Context: an optimization exercise on an open-source flow, tuned for small area, a short achievable clock period and few clock cycles. The choices shown serve that exercise and are no tape-out recipe.
In this exercise RTL edits were held to simulation tests only and were not proved equivalent to the original.

==> inputs of run a <==
## brainshift_core
module brainshift_core (
    input  wire        clk,
    input  wire        rst,
    input  wire [16:0] cfg_mem_size,
    input  wire [16:0] cfg_prog_len,
    output wire [15:0] prog_addr,
    input  wire [7:0]  prog_data,
    output reg         out_valid,
    output wire [7:0]  out_data,
    output wire        in_req,
    input  wire        in_valid,
    input  wire [7:0]  in_data,
    output wire        halted,
    output reg  [2:0]  fault_code,
    output wire [15:0] fault_pc,
    input  wire [15:0] mem_rd_addr,
    output wire [7:0]  mem_rd_data
);
clock: 16.0 ns
lec_check: 0
cap_margin: 20
core_margin: 2
core_utilization: 40
slew_margin: 20
run.sh (not shown) runs the stock make flow with config.mk's settings and CLKGATE_MAP_FILE= SYNTH_SCRIPT=/design/flow/synth_recipe.tcl, a recipe that flattens the netlist after the stock synthesis.
==> run b: changes against run a <==
--- a/flow/design.v
+++ b/flow/design.v
@@ -13,13 +13,13 @@
     output wire        halted,
     output reg  [2:0]  fault_code,
     output wire [15:0] fault_pc,
     input  wire [15:0] mem_rd_addr,
     output wire [7:0]  mem_rd_data
 );
-    localparam TW = 11;         
+    localparam TW = 10;         
     localparam NL = 6;          
     localparam NB = 4;          
     localparam [3:0] S_RUN  = 4'd0,  S_EX2  = 4'd1,  S_DIV2 = 4'd2,  S_RET2 = 4'd3,
                      S_SCF  = 4'd4,  S_SCB  = 4'd5,  S_OPER = 4'd6,  S_PASS = 4'd7,
                      S_LINE = 4'd8,  S_CW   = 4'd9,  S_CL   = 4'd10, S_CO   = 4'd11,
                      S_CT   = 4'd12, S_NXL  = 4'd13, S_FIX  = 4'd14, S_HALT = 4'd15;
@@ -45,13 +45,13 @@
     reg        rodd;            
     reg        xodd, yodd;      
     reg        xy_cf;           
     reg        x7, y7;          
     reg        oph;             
     reg [2:0]  oplen;           
-    reg [23:0] opname;
+    reg [20:0] opname;          
     reg [15:0] nstart, nend;
     reg [15:0] laddr;           
     reg [15:0] lstart;          
     reg        has_colon;
     reg [15:0] r_lp;            
     reg [15:0] r_op;            
@@ -59,21 +59,22 @@
     reg [15:0] r_cpos;          
     reg        found;           
     reg        nm_started;
     reg [2:0]  nlen_all, nlen_com;
     reg        built, ovf;
     reg [2:0]  lcnt;
-    reg            lv    [0:NL-1];
-    reg [2:0]      llen  [0:NL-1];
-    reg [23:0]     lname [0:NL-1];
+    reg [1:0]      llen  [0:NL-1];
+    reg [20:0]     lname [0:NL-1];
     reg [TW-1:0]   ladr  [0:NL-1];
     reg            lpend [0:NL-1];
     reg            bv [0:NB-1];
     reg [TW-1:0]   bp [0:NB-1];
     reg [TW-1:0]   bq [0:NB-1];
     reg [1:0]      bptr;
+    reg            tk_v;
+    reg [TW-1:0]   tk_p;
     integer i, j, k, m;
     wire [7:0] pd = prog_data;
     wire       valid = (pa < plen);
     wire       pws   = (pd == 8'h09) || (pd == 8'h0A) || (pd == 8'h0B) ||
                        (pd == 8'h0C) || (pd == 8'h0D) || (pd == 8'h20);
     function is_real;           
@@ -84,21 +85,26 @@
                 8'h23, 8'h40, 8'h26, 8'h7C, 8'h5E, 8'h41, 8'h4D, 8'h53, 8'h44,
                 8'h25, 8'h5B, 8'h5D, 8'h4A, 8'h43, 8'h52, 8'h3B: is_real = 1'b1;
                 default: is_real = 1'b0;
             endcase
         end
     endfunction
-    wire [4:0] eix_h = halted ? mem_rd_addr[5:1] : eix;
-    wire [4:0] oix_h = halted ? mem_rd_addr[5:1] : oix;
-    wire [7:0] ev   = me[eix_h];
-    wire [7:0] ovv  = mo[oix_h];
+    wire [7:0] ev   = me[eix];
+    wire [7:0] ovv  = mo[oix];
     wire [7:0] p_lo = rodd ? ovv : ev;       
     wire [7:0] p_hi = rodd ? ev  : ovv;      
     wire [7:0] a    = acc;
     wire [7:0] bb   = acc1;
-    wire [7:0] hrd  = mem_rd_addr[0] ? ovv : ev;
+    reg  [7:0] hrd;
+    always @(*) begin
+        hrd = 8'd0;
+        for (m = 0; m < 32; m = m + 1) begin
+            if (mem_rd_addr[5:0] == 2 * m)     hrd = hrd | me[m];
+            if (mem_rd_addr[5:0] == 2 * m + 1) hrd = hrd | mo[m];
+        end
+    end
     assign out_data = acc;
     assign mem_rd_data = (mem_rd_addr[15:6] == 10'd0 && {1'b0, mem_rd_addr[5:0]} < memsz) ? hrd : 8'd0;
     wire [15:0] ret_a  = {p_lo, p_hi};
     wire        ret_sk = (ret_a + 16'd1 < plen) && !is_real(pd);
     assign prog_addr   = (state == S_CW || state == S_CL || state == S_CT) ? r_lp :
                          (state == S_CO) ? r_op : (state == S_RET2) ? ret_a : pa;
@@ -174,24 +180,30 @@
         hit_f = 1'b0; hit_b = 1'b0; tq = {TW{1'b0}}; tp = {TW{1'b0}};
         for (j = 0; j < NB; j = j + 1) begin
             if (bv[j] && bp[j] == pa[TW-1:0]) begin hit_f = 1'b1; tq = tq | bq[j]; end
             if (bv[j] && bq[j] == pa[TW-1:0]) begin hit_b = 1'b1; tp = tp | bp[j]; end
         end
     end
+    wire ins_scf = (state == S_SCF) && valid && pd == 8'h5D && r_cpos == 16'd1;
+    wire ins_scb = (state == S_SCB) && pd == 8'h5B && r_cpos == 16'd1;
+    wire ins_tk  = exec && xo == 8'h5D && !a_zero && !hit_b && tk_v;
+    wire ins_do  = plen_ok && (ins_scf || ins_scb || ins_tk);
+    wire [TW-1:0] ins_p = ins_scf ? ipc[TW-1:0] : ins_scb ? pa[TW-1:0] : tk_p;
+    wire [TW-1:0] ins_q = ins_scb ? ipc[TW-1:0] : pa[TW-1:0];
     wire        key_pass = (state == S_PASS) && valid;
     wire [2:0]  key_len  = key_pass ? nlen_com : oplen;
-    wire [23:0] pname_m  = {(nlen_com > 3'd2) ? r_lb : 8'd0,
-                            (nlen_com > 3'd1) ? r_op[15:8] : 8'd0,
-                            (nlen_com > 3'd0) ? r_op[7:0] : 8'd0};
-    wire [23:0] key_name = key_pass ? pname_m : opname;
+    wire [20:0] pname_m  = {(nlen_com > 3'd2) ? r_lb[6:0] : 7'd0,
+                            (nlen_com > 3'd1) ? r_op[14:8] : 7'd0,
+                            (nlen_com > 3'd0) ? r_op[6:0] : 7'd0};
+    wire [20:0] key_name = key_pass ? pname_m : opname;
     reg  [NL-1:0] lhit;
     reg  [TW-1:0] ltgt;
     always @(*) begin
         ltgt = {TW{1'b0}};
         for (k = 0; k < NL; k = k + 1) begin
-            lhit[k] = lv[k] && llen[k] == key_len && lname[k] == key_name;
+            lhit[k] = (lcnt > k) && !key_len[2] && llen[k] == key_len[1:0] && lname[k] == key_name;
             if (lhit[k]) ltgt = ltgt | ladr[k];
         end
     end
     wire l_found = |lhit;
     reg        weA, weB;
     reg [7:0]  wdA, wdB;
@@ -317,13 +329,13 @@
             state     <= S_RUN;
             rdy       <= 1'b0;
             memsz     <= cfg_mem_size[6:0];
             plen      <= cfg_prog_len[15:0];
             cfg_bad   <= (cfg_mem_size < 17'd16) || (cfg_mem_size > 17'd64) ||
                          (cfg_prog_len > 17'd65535);
-            plen_ok     <= (cfg_prog_len < 17'd2048);
+            plen_ok     <= (cfg_prog_len < 17'd1024);
             pa        <= 16'd0;
             ipc       <= 16'd0;
             dp        <= (cfg_mem_size[6:0] == 7'd16) ? 6'd0 : 6'd16;
             acc       <= 8'd0;
             acc1      <= 8'd0;
             xodd      <= (cfg_mem_size[6:0] == 7'd17);
@@ -339,13 +351,13 @@
             out_valid <= 1'b0;
             fault_code <= 3'd0;
             built     <= 1'b0;
             ovf       <= 1'b0;
             lcnt      <= 3'd0;
             bptr      <= 2'd0;
-            for (i = 0; i < NL; i = i + 1) lv[i] <= 1'b0;
+            tk_v      <= 1'b0;
             for (i = 0; i < NB; i = i + 1) bv[i] <= 1'b0;
         end else begin
             out_valid <= 1'b0;
             rdy       <= 1'b1;
             case (state)
             S_RUN, S_EX2: begin
@@ -374,12 +386,13 @@
                                     r_cpos <= 16'd1;
                                     state  <= S_SCF;
                                 end
                             end
                             8'h5D: if (!a_zero) begin
                                 if (hit_b && plen_ok) pa <= {{(16-TW){1'b0}}, tp} + 16'd1;
+                                else if (tk_v && plen_ok) pa <= {{(16-TW){1'b0}}, tk_p} + 16'd1;
                                 else if (pa == 16'd0) begin
                                     pa         <= pa;
                                     fault_code <= 3'd2;
                                     state      <= S_HALT;
                                 end else begin
                                     pa     <= pa - 16'd1;
@@ -388,13 +401,13 @@
                                 end
                             end
                             8'h4A, 8'h43: begin
                                 is_call <= (xo == 8'h43);
                                 oph     <= 1'b0;
                                 oplen   <= 3'd0;
-                                opname  <= 24'd0;
+                                opname  <= 21'd0;
                                 state   <= S_OPER;
                             end
                             8'h52: begin
                                 pa <= pa;
                                 if (sp + 7'd2 > memsz) begin
                                     fault_code <= 3'd4;
@@ -427,36 +440,22 @@
                     fault_code <= 3'd2;
                     state      <= S_HALT;
                 end else begin
                     if (pd == 8'h5B) r_cpos <= r_cpos + 16'd1;
                     if (pd == 8'h5D) begin
                         r_cpos <= r_cpos - 16'd1;
-                        if (r_cpos == 16'd1) begin
-                            state <= S_RUN;
-                            if (plen_ok) begin
-                                bv[bptr] <= 1'b1;
-                                bp[bptr] <= ipc[TW-1:0];
-                                bq[bptr] <= pa[TW-1:0];
-                                bptr     <= bptr + 2'd1;
-                            end
-                        end
+                        if (r_cpos == 16'd1) state <= S_RUN;
                     end
                     pa <= pa + 16'd1;
                 end
             end
             S_SCB: begin
                 if (pd == 8'h5D) r_cpos <= r_cpos + 16'd1;
                 if (pd == 8'h5B && r_cpos == 16'd1) begin
                     pa    <= pa + 16'd1;
                     state <= S_RUN;
-                    if (plen_ok) begin
-                        bv[bptr] <= 1'b1;
-                        bp[bptr] <= pa[TW-1:0];
-                        bq[bptr] <= ipc[TW-1:0];
-                        bptr     <= bptr + 2'd1;
-                    end
                 end else if (pa == 16'd0) begin
                     fault_code <= 3'd2;
                     state      <= S_HALT;
                 end else begin
                     if (pd == 8'h5B) r_cpos <= r_cpos - 16'd1;
                     pa <= pa - 16'd1;
@@ -470,16 +469,16 @@
                     oph    <= 1'b1;
                     nstart <= pa + 16'd1;
                 end else begin
                     oph <= 1'b1;
                     if (!oph) nstart <= pa;
                     if (op_chr) begin
-                        if (oplen == 3'd0) opname[7:0]   <= pd;
-                        if (oplen == 3'd1) opname[15:8]  <= pd;
-                        if (oplen == 3'd2) opname[23:16] <= pd;
-                        if (oplen != 3'd4) oplen <= oplen + 3'd1;
+                        if (oplen == 3'd0) opname[6:0]   <= pd[6:0];
+                        if (oplen == 3'd1) opname[13:7]  <= pd[6:0];
+                        if (oplen == 3'd2) opname[20:14] <= pd[6:0];
+                        if (oplen != 3'd4) oplen <= pd[7] ? 3'd4 : oplen + 3'd1;    
                         pa <= pa + 16'd1;
                     end else begin
                         nend <= pa;
                         if (fast_ok && built && (l_found || !ovf)) begin
                         end else if (fast_ok && !built) begin
                             pa         <= 16'd0;
@@ -545,14 +544,13 @@
                                             ladr[i]  <= laddr[TW-1:0];
                                             lpend[i] <= !found || (r_lp < laddr);
                                         end
                                 end else if (lcnt == NL) begin
                                     ovf <= 1'b1;
                                 end else begin
-                                    lv[lcnt]    <= 1'b1;
-                                    llen[lcnt]  <= nlen_com;
+                                    llen[lcnt]  <= nlen_com[1:0];
                                     lname[lcnt] <= pname_m;
                                     ladr[lcnt]  <= laddr[TW-1:0];
                                     lpend[lcnt] <= !found || (r_lp < laddr);
                                     lcnt        <= lcnt + 3'd1;
                                 end
                             end
@@ -564,18 +562,17 @@
                             end
                         end else begin
                             nm_started <= 1'b1;
                             if (nlen_all == 3'd0) r_op[7:0]  <= pd;
                             if (nlen_all == 3'd1) r_op[15:8] <= pd;
                             if (nlen_all == 3'd2) r_lb <= pd;
-                            if (nlen_all != 3'd4) begin
-                                nlen_all <= nlen_all + 3'd1;
+                            if (nlen_all != 3'd4) nlen_all <= nlen_all + 3'd1;
+                            if (nlen_all == 3'd4 || nlen_com == 3'd4 || pd[7])
+                                nlen_com <= 3'd4;       
+                            else
                                 nlen_com <= nlen_all + 3'd1;
-                            end else begin
-                                nlen_com <= 3'd4;
-                            end
                         end
                     end
                 end
             end
             S_LINE: begin
                 if (!valid || pd == 8'h0A) begin
@@ -643,12 +640,26 @@
                     has_colon <= 1'b0;
                     state     <= S_LINE;
                 end
             end
             default: ;
             endcase
+            if (ins_do) begin
+                bv[bptr] <= 1'b1;
+                bp[bptr] <= ins_p;
+                bq[bptr] <= ins_q;
+                bptr     <= bptr + 2'd1;
+            end
+            if (exec) begin
+                if (xo == 8'h5B) begin
+                    tk_v <= !a_zero;
+                    tk_p <= pa[TW-1:0];
+                end else if (xo == 8'h5D || xo == 8'h4A || xo == 8'h43 || xo == 8'h52) begin
+                    tk_v <= 1'b0;
+                end
+            end
             if (rs_do) begin
                 if (!rs_found) begin
                     fault_code <= 3'd1;
                     state      <= S_HALT;
                 end else if (is_call && sp < 7'd18) begin
                     fault_code <= 3'd3;
==> flow/flow/run.sh (new file) <==
#!/bin/bash
# The standard layout (the standard.sh, unchanged synthesis and steps), with
# repair_timing asked for more setup slack than the clock needs, so that it sizes
# and buffers the critical paths harder. The SDC and clock period are the design's.
set -euo pipefail
export SETUP_SLACK_MARGIN=8
bash standard.sh > standard.log 2>&1
==> flow/standard.sh (new file) <==
#!/bin/bash
# synth_recipe.tcl (not shown) runs the flow's synth.tcl, then flattens the netlist and writes it again
# the make line also repeats each setting of config.mk as NAME=value (left out here)
make -C /OpenROAD-flow-scripts/flow DESIGN_CONFIG=/design/flow/config.mk WORK_HOME=/design/flow/orfs CLKGATE_MAP_FILE= SYNTH_SCRIPT=/design/flow/synth_recipe.tcl "${@:-finish}"
removed: flow/run.sh
==> insert_results.sql <==
INSERT INTO impl_metrics (metric_group, metric, value, unit) VALUES
('outcome', 'status', 'finished clean', ''),
('grt', 'grt.total_usage', '36.00', '%'),
('place', 'gpl.final_weighted_congestion', '1.046', ''),
('critical_path', 'slowest_library_cell_on_the_worst_path', 'sky130_fd_sc_hd__a31oi_1', ''),
('layout', 'multi_input_area_share', '44.31', '%');
[end of results for run a]
==> insert_results.sql <==
INSERT INTO impl_metrics (metric_group, metric, value, unit) VALUES
('place', 'gpl.final_weighted_congestion', '1.101', ''),
('critical_path', 'slowest_library_cell_on_the_worst_path', 'sky130_fd_sc_hd__nor4_4', ''),
('outcome', 'status', 'finished clean', ''),
('grt', 'grt.total_usage', '40.74', '%');
[end of results for run b]
Testbench counts of run a, summed over its fixed seeds: cycles 180,696.
Testbench counts of run b, summed over its fixed seeds: cycles 178,140.

-- separate check: timing with driven ports --
In the flow no input, the clock included, has a driving cell. The finished layouts below were timed again as built, in two steps. Step 1, drivers: a clkbuf_16 drives clk and a buf_2 each remaining input, both assumed. Step 2 also shifts input and output timing later by t, the mid clock arrival at the registers, as if the neighbouring blocks saw the same clock. a / b / c = ideal ports / drivers / drivers and shift; a / b = the first two.
run	shift t [ns]	slack for setup (ns)	clock arrival spread, ns	slew at the worst register clock pin (ns)	cell pins on the clock port's net
run a	0.905	3.954 / 3.906 / 3.620	0.050 / 0.050	0.07 / 0.07	1
run b	0.901	7.407 / 7.344 / 7.077	0.034 / 0.034	0.07 / 0.07	1
After both steps setup and hold are still met in every run listed. For run a, which loses most, drivers alone change the setup slack by -0.048 ns; drivers and shift together by -0.334 ns.
